Context: an optimization exercise on an open-source flow, tuned for small area, a short achievable clock period and few clock cycles. The choices shown serve that exercise and are no tape-out recipe. Where RTL was checked, it was by simulation tests only, not by an equivalence proof against the original. Function not checked in run 2: the RTL went through the layout flow alone.

==> flow/design.v, too long to show whole: its modules and the start of the top module <==
// module als_div: 776 lines
// module als_codec: 134 lines
// module als_core: 1900 lines
module als_core (
    input  wire        clk,
    input  wire        rst,           
    input  wire        cmd_valid,
    input  wire [31:0] cmd_cw,
    input  wire [31:0] cmd_opd,
    output reg         busy,
    output reg         rsp_valid,
    output reg  [2:0]  rsp_status,
    output wire [31:0] rsp_result
);
  // ...
==> flow/flow/run.sh <==
#!/bin/bash
# The standard layout (standard.sh, unchanged) with two settings:
# - SYNTH_ARGS=-noabc: Yosys's synth command skips its quick ABC pass, so
#   the full adders are extracted from the RTL's own carry-save trees (the
#   final ABC mapping with the flow's script still runs). Registers and
#   their names are those of the standard synthesis.
# - the port buffers are buf_4 cells instead of the default
#   clkdlybuf4s50_1 delay cells; every port is still buffered.
set -euo pipefail
export SYNTH_ARGS=-noabc
export BUFFER_PORTS_ARGS="-buffer_cell sky130_fd_sc_hd__buf_4"
bash standard.sh > standard_make.log 2>&1
==> flow/standard.sh <==
#!/bin/bash
# synth_recipe.tcl (not shown) runs the flow's synth.tcl, then flattens the netlist and writes it again
# the make line also repeats each setting of config.mk as NAME=value (left out here)
make -C /OpenROAD-flow-scripts/flow DESIGN_CONFIG=/design/flow/config.mk WORK_HOME=/design/flow/orfs CLKGATE_MAP_FILE= SYNTH_SCRIPT=/design/flow/synth_recipe.tcl "${@:-finish}"
==> flow/config.mk <==
export PLATFORM = sky130hd
export DESIGN_NAME = als_core
export DESIGN_NICKNAME = als_core
export VERILOG_FILES = /design/flow/design.v
export SDC_FILE = /design/flow/constraint.sdc
export NUM_CORES = 4
export LEC_CHECK = 0
export ABC_AREA = 1
export CAP_MARGIN = 20
export CELL_PAD_IN_SITES_DETAIL_PLACEMENT = 0
export CELL_PAD_IN_SITES_GLOBAL_PLACEMENT = 0
export CORE_MARGIN = 2
export CORE_UTILIZATION = 40
export SETUP_SLACK_MARGIN = 4.25
export SLEW_MARGIN = 20
==> flow/constraint.sdc <==
create_clock -name core_clock -period 10.0 [get_ports {clk}]
set_input_delay 2.0000 -clock core_clock [delete_from_list [all_inputs] [get_ports {clk}]]
set_output_delay 2.0000 -clock core_clock [all_outputs]
set_load 0.01 [all_outputs]
==> notes.md, run 1 <==
- Status: timing/DRC/antenna clean
- Fraction of registers with async set/reset: 0%
- Synth top cells by count: nand2_1, inv_1, fa_1
- Worst path depth: 20
- Crit path largest cell delay: 0.59 ns
- Clk slew on worst S/H paths: 0.09 ns
- Initial DRC count: 3108
- Register area share after synthesis: 6.81%
- Worst reg2reg setup slack: 4.42 ns
- YS warnings: 3
- Setup Skew: 0.0185 ns
- CTS H-tree depth: 3
- Largest net degree at the start of global routing: 51
- Post-synth EDFFs: 0
- DRT Wirelength: 130 mm
- Std cell rows: 103
- Core Region: 78700 um^2
- Largest delay share family, worst path: adder cells
- Layout Utilization: 45.4%
- Synth Register Bits: 108
- Largest regs: acc: 43 flops, res_val: 25 flops
- Most frequent cells in the layout: nand2_1, inv_1, fa_1, o22ai_1, xor2_1
- CP required: 10.28 ns
- WL met1: 51.5 mm
- N_diodes: 0
- Setup Fix Bufs, Post-CTS: 35
- DIE AREA: 81600 um^2
- CP startpoint kind: input pin
- Area delta synth->final: 12.7%
- Worst slack at placement: 2.95 ns
- Met3 usage: 4.83%
- CP max stage cell: fa_1
- Total Nets Final: 5191
- Commonest non-fill, non-tap cell in the layout: nand2_1
- Share of layout cells above drive strength 1: 12.1%
- Top Ports: 104
- Reg2reg end: acc[36]$_SDFFE_PP0P_
- Post-cts resize count: 122
- Xor and xnor area share after synthesis: 9.32%
- Reg area: 2200 um^2
- Clock Latency Late Sink: 0.41 ns
- # hold bufs at CTS: 0
- Met1 GRT Util: 38.6%
Testbench counts, summed over its fixed seeds: cycles 8,288.
==> run 2: changes to the inputs <==
--- a/flow/design.v
+++ b/flow/design.v
@@ -1031,30 +1031,28 @@
     reg  [3:0]  res_sh;
     reg         res_acc;     
     reg  signed [42:0] acc;
     reg  [1:0]         pstep;
     wire [24:0] res_shifted = res_val >> res_sh;
     assign rsp_result = res_acc   ? {5'd0, acc[40:14]} :
                         res_shift ? {15'd0, res_shifted[16] & res_b16, res_shifted[15:0]} :
                                     {16'd0, res_val[15:0]};
+    reg  [16:0] lux_l;
+    wire [19:0] lbe = {2'b00, lux_l, 1'b0};
     reg  [8:0]  bone;
     reg  [8:0]  btwo;
     reg  [7:0]  bneg;
-    wire [19:0] lbe = {2'b00, lval, 1'b0};
-    reg  [8:0]  bone_n;
-    reg  [8:0]  btwo_n;
-    reg  [7:0]  bneg_n;
     integer i;
     always @(*) begin
         for (i = 0; i < 9; i = i + 1) begin
-            bone_n[i] = lbe[2*i+1] ^ lbe[2*i];
-            btwo_n[i] = (lbe[2*i+2] & ~lbe[2*i+1] & ~lbe[2*i]) |
-                        (~lbe[2*i+2] & lbe[2*i+1] & lbe[2*i]);
-            if (i < 8) bneg_n[i] = lbe[2*i+2] & ~(lbe[2*i+1] & lbe[2*i]);
+            bone[i] = lbe[2*i+1] ^ lbe[2*i];
+            btwo[i] = (lbe[2*i+2] & ~lbe[2*i+1] & ~lbe[2*i]) |
+                      (~lbe[2*i+2] & lbe[2*i+1] & lbe[2*i]);
+            if (i < 8) bneg[i] = lbe[2*i+2] & ~(lbe[2*i+1] & lbe[2*i]);
         end
     end
     wire [43:0] acc_x = {acc[42], acc};
     wire [43:0] acc_2 = {acc, 1'b0};
     wire [43:0] pq0 = ({44{bone[0]}} & acc_x | {44{btwo[0]}} & acc_2) ^ {44{bneg[0]}};
     wire [43:0] pp0 = {~pq0[43], pq0[42:0]};
     wire [43:0] pq1 = ({44{bone[1]}} & acc_x | {44{btwo[1]}} & acc_2) ^ {44{bneg[1]}};
     wire [43:0] pp1 = {~pq1[43], pq1[42:0]};
@@ -2771,33 +2769,29 @@
             busy       <= 1'b0;
             rsp_valid  <= 1'b0;
             rsp_status <= ST_OK;
             res_val    <= 25'd0;
             res_shift  <= 1'b0;
             res_b16    <= 1'b0;
             res_sh     <= 4'd0;
             res_acc    <= 1'b0;
-            bone       <= 9'd0;
-            btwo       <= 9'd0;
-            bneg       <= 8'd0;
+            lux_l      <= 17'd0;
             acc        <= 43'sd0;
             pstep      <= 2'd0;
         end else if (busy) begin
             pstep <= pstep + 2'd1;
             acc   <= acc_next;
             if (pstep == 2'd3) begin
                 busy      <= 1'b0;
                 rsp_valid <= 1'b1;
                 res_acc   <= 1'b1;
             end
         end else begin
-            bone  <= bone_n;
-            btwo  <= btwo_n;
-            bneg  <= bneg_n;
+            lux_l <= lval;
             pstep <= 2'd0;
             if (cmd_valid) begin
                 acc        <= D4;
                 busy       <= need_poly;
                 rsp_valid  <= ~need_poly;
                 rsp_status <= imm_status;
                 res_val    <= imm_value;
                 res_shift  <= imm_shift;
==> flow/config.mk (replaced) <==
export PLATFORM = sky130hd
export DESIGN_NAME = als_core
export DESIGN_NICKNAME = als_core
export VERILOG_FILES = /design/flow/design.v
export SDC_FILE = /design/flow/constraint.sdc
export NUM_CORES = 4
export LEC_CHECK = 0
export ABC_AREA = 1
export CAP_MARGIN = 20
export CORE_MARGIN = 2
export CORE_UTILIZATION = 40
export SETUP_SLACK_MARGIN = 4.25
export SLEW_MARGIN = 20
==> run 2 against run 1 <==
Net effect:
- synthesized area decreased by 2.1%
- setup slack got worse by 0.16 ns
- first-iteration DRC count increased by 33%
- sequential share of layout area decreased by 0.78 points
- global-route usage increased by 1.5 points
- critical path depth increased by 7
- utilization increased by 2.8 points
- register-to-register slack got worse by 0.19 ns
- final area increased by 4.1%
- largest cell class unchanged
- highest routed layer is now met5
==> notes.md, run 2 <==
- Status: timing/DRC/antenna clean (unchanged)
- Synth Register Bits: 99 (was 108)
- Post-synth cell types: 57 (was 66)
- Syn Inst Count: 4313 (was 4451)
- Antenna violations before repair: 3 (was 0)
- Slew Limit Headroom: 20.4% (was 30.5%)
- Fmax: 173 MHz (was 178 MHz)
- Total Nets Final: 5113 (was 5191)
- Largest register FFs: 43 (unchanged)
- HP Class: reg2reg (unchanged)
- DIE AREA: 79900 um^2 (was 81600 um^2)
- Num Clock Sinks: 99 (was 108)
- Reg area: 2000 um^2 (was 2200 um^2)
- Arrival time worst endpoint: 6.10 ns (was 5.89 ns)
- TritonCTS clock tree: done (unchanged)
- WL per Instance: 24.6 um (was 23.4 um)
- DRT Wirelength: 134 mm (was 130 mm)
- Most frequent cells in the layout: nand2_1, inv_1, fa_1, o22ai_1, xor2_1 (unchanged)
- Worst reg2reg setup slack: 4.23 ns (was 4.42 ns)
- Multi-input logic area: 28500 um^2 (was 27100 um^2)
- Die height: 283 um (was 286 um)
- Commonest non-fill, non-tap cell in the layout: nand2_1 (unchanged)
- Worst slack at placement: 2.90 ns (was 2.95 ns)
- Prevailing post-synth register cell: dfxtp_1 (unchanged)
- Fraction of registers with async set/reset: 0% (unchanged)
- Avg Cell Area, Syn: 7.20 um^2 (was 7.13 um^2)
- Top fanout value on the critical path: 7 (was 8)
- Final hold violation count: 0 (unchanged)
- CP startpoint kind: flop (was input pin)
- Hold path endpoint: acc[9]$_SDFFE_PP0P_ (was acc[10]$_SDFFE_PP0P_)
- Antenna-violating nets left: 0 (unchanged)
- Most area-consuming cells after synthesis: fa_1, nand2_1, xor2_1 (unchanged)
- GP Congestion: 1.02 (was 1.05)
- Worst Hold Depth: 2 (unchanged)
- Top Ports: 104 (unchanged)
- Min setup slack post-route: 4.23 ns (was 4.39 ns)
- Largest regs: acc: 43 flops, res_val: 25 flops, lux_l: 17 flops (was acc: 43 flops, res_val: 25 flops)
- N_diodes: 0 (unchanged)
- # hold bufs at CTS: 0 (unchanged)
- Slew Limit Fails: 0 (unchanged)
- Core Region: 77200 um^2 (was 78700 um^2)
- Std cell rows: 102 (was 103)
- Crit path kind: reg2reg (was in2reg)
- Die W: 283 um (was 286 um)
- Reg2reg end: acc[25]$_SDFFE_PP0P_ (was acc[36]$_SDFFE_PP0P_)
- Area of placed instances: 32800 um^2 (was 33500 um^2)
- R2R depth: 27 (was 20)
- Fillers: 7689 (was 8125)
- Clk slew on worst S/H paths: 0.08 ns (was 0.09 ns)
- Crit end category: flop (unchanged)
- CP required: 10.33 ns (was 10.28 ns)
- CTS H-tree depth: 3 (unchanged)
- Total congestion overflow: 0 (unchanged)
- Root buf cell: clkbuf_16 (unchanged)
- Port-buffer cells: 98 (unchanged)
- TNS Setup: 0 ns (unchanged)
- Largest net degree at the start of global routing: 57 (was 51)
- Share of the cycle needed by the critical path after routing: 57.7% (was 56.1%)
- DR vias: 33051 (was 32312)
- Vias per cell: 6.05 (was 5.82)
- Share of layout cells above drive strength 1: 19.2% (was 12.1%)
- Unrepaired setup endpoints after global routing: true (unchanged)
- Vias in the first global route: 31959 (was 32379)
- Yosys top cell area share: 26.8% (was 26.2%)
- Final min period: 5.77 ns (was 5.61 ns)
- Clock Latency Late Sink: 0.39 ns (was 0.41 ns)
- Most common cell in the synthesized netlist: nand2_1 (unchanged)
- Layout Utilization: 48.2% (was 45.4%)
- Deepest clock path buffer count: 2 (unchanged)
- CTS buffer count: 9 (unchanged)
- DR DRC count: 0 (unchanged)
- Post-synth top area cell: fa_1 (unchanged)
- 1st-pass router iterations: 8 (unchanged)
- Worst reg2reg path startpoint: lux_l[3]$_SDFFE_PP0N_ (was bone[2]$_SDFFE_PP0N_)
- Synth top cells by count: nand2_1, inv_1, fa_1 (unchanged)
- Slew @ Worst Pin: 1.19 ns (was 1.03 ns)
- Initial DRC count: 4139 (was 3108)
- Cell Area, Synth: 31100 um^2 (was 31700 um^2)
- Initial Util: 40.2% (was 40.3%)
- Max Cap Violations: 0 (unchanged)
- Hold Startpoint: acc[9]$_SDFFE_PP0P_ (was acc[10]$_SDFFE_PP0P_)
- Setup Skew: 0.00940 ns (was 0.0185 ns)
- Largest Register: acc (unchanged)
- First-pass GRT wire length: 198 mm (was 195 mm)
- HPWL Detailed: 95.8 mm (was 99.0 mm)
- YS warnings: 3 (unchanged)
- Register area share after synthesis: 6.38% (was 6.81%)
- Area delta synth->final: 19.9% (was 12.7%)
- Post-synth EDFFs: 0 (unchanged)
- Tot GR Track Use: 32.8% (was 31.2%)
- Cell area after layout: 37200 um^2 (was 35800 um^2)
- Final setup viols: 0 (unchanged)
[run 2: cell count changes in the layout (fill, tap and decap cells not counted), moves of 22 or more]
cell,previous run,this run
nand2_1,789,694
inv_1,579,499
nor2_1,296,252
buf_4,201,238
fa_2,5,41
a21oi_2,12,47
fa_1,410,375
a21oi_1,200,176
o22ai_1,351,327
o22ai_2,2,26
nor2_4,11,33
[run 2: final cells by class]
class | instances | share of cell area, %
multi-input combinational | 3416 | 76.6
timing repair buffer | 287 | 7.12
inverter | 597 | 6.42
sequential | 99 | 5.37
tap | 1040 | 3.49
clock buffer | 10 | 0.642
clock inverter | 6 | 0.299
timing repair inverter | 5 | 0.0907
[run 2: worst max path at each step]
stage	slack [ns]	startpoint	cells after the start	endpoint
after global placement	2.91	lux_l[1]$_SDFFE_PP0N_	19	acc[32]$_SDFFE_PP0P_
after detailed placement	2.90	lux_l[1]$_SDFFE_PP0N_	19	acc[32]$_SDFFE_PP0P_
after global routing	4.06	lux_l[3]$_SDFFE_PP0N_	24	acc[28]$_SDFFE_PP0P_
final	4.23	lux_l[3]$_SDFFE_PP0N_	27	acc[25]$_SDFFE_PP0P_
after floorplan	4.25	cmd_opd[13]	18	res_val[22]$_SDFFE_PP0P_
after CTS	4.19	lux_l[5]$_SDFFE_PP0N_	24	acc[38]$_SDFFE_PP0P_
[run 2: stage by stage]
step	instances	hold slack [ns]
after floorplan	4317	0.427
after global placement	5292	0.453
after detailed placement	5293	0.456
after CTS	5382	0.467
after global routing	5460	0.498
final	5460	0.471
[run 2: cells by family (layout without fill, tap and decap cells)]
group | count (synthesis) | in the layout | synth area share, %
multiplexers | 6 | 6 | 0.193
other | 1 | 5 | 0.0121
XOR/XNOR | 339 | 339 | 9.56
buffers and inverters | 804 | 905 | 9.94
flip-flops | 99 | 99 | 6.38
AND/OR/NAND/NOR | 1442 | 1444 | 19.9
AO/OA/AOI/OAI | 991 | 991 | 18.6
adder cells (fa/ha/maj) | 631 | 631 | 35.5
[run 2: timing repair]
| action | 4_1_cts | 5_1_grt |
|---|---|---|
| resized for setup | 220 | 492 |
| buffers inserted | 65 | 73 |
| pin swaps | 21 | 162 |
| cloned | 8 | 5 |
| setup endpoints to repair | 85 | 77 |
[run 2: routing by layer]
| layer | up-vias | global-route usage, % | wire (um) | part of all wire (%) |
|---|---|---|---|---|
| li1 | 14504 | - | - | - |
| met1 | 15844 | 44.5 | 53800 | 40 |
| met2 | 2296 | 48.3 | 57300 | 43 |
| met3 | 405 | 9.82 | 16600 | 12 |
| met4 | 2 | 13.9 | 6530 | 4.9 |
| met5 | - | 0.366 | 35 | 0.026 |
[run 2: worst max-delay path, stage by stage, from the launching register on]
cell	delay, ns
dfxtp_4	0.37
inv_4	0.04
or2_4	0.23
o21ai_4	0.18
inv_2	0.11
buf_12	0.16
buf_6	0.12
o22ai_2	0.10
xor2_1	0.20
fa_1	0.47
fa_2	0.42
fa_2	0.56
fa_1	0.44
fa_1	0.53
ha_4	0.35
nand2_4	0.08
nor2_4	0.12
inv_2	0.06
nor2_4	0.11
inv_2	0.06
nor4_4	0.29
nand2_1	0.12
nand3_2	0.12
a21oi_2	0.06
or2_4	0.23
nand3_2	0.05
nand2_1	0.06
inv_1	0.05

afterwards: timing with drivers on the ports:
The flow's constraints put no driver on any port. The routed layouts listed below were extracted and timed again, unchanged, in two steps. Step 1 assumes that a clkbuf_16 drives the clock port and a buf_2 every other input. Step 2, shift: input delay + t, output delay - t, t = (earliest + latest rising clock arrival at the registers) / 2. This alone moves slack from input paths to output paths. Slacks: no drivers / after step 1 / after step 2; pairs: no drivers / after step 1.
run | t (ns) | setup WS [ns] | hold WS [ns] | worst setup path after step 2
run 1 | 0.465 | 4.389 / 4.363 / 3.898 | 0.470 / 0.470 / 0.470 | input to register
run 2 | 0.436 | 4.234 / 4.191 / 3.755 | 0.471 / 0.471 / 0.471 | input to register
After both steps setup and hold are still met in every run listed. For run 1, which loses most, drivers alone change the setup slack by -0.026 ns; drivers and shift together by -0.491 ns.
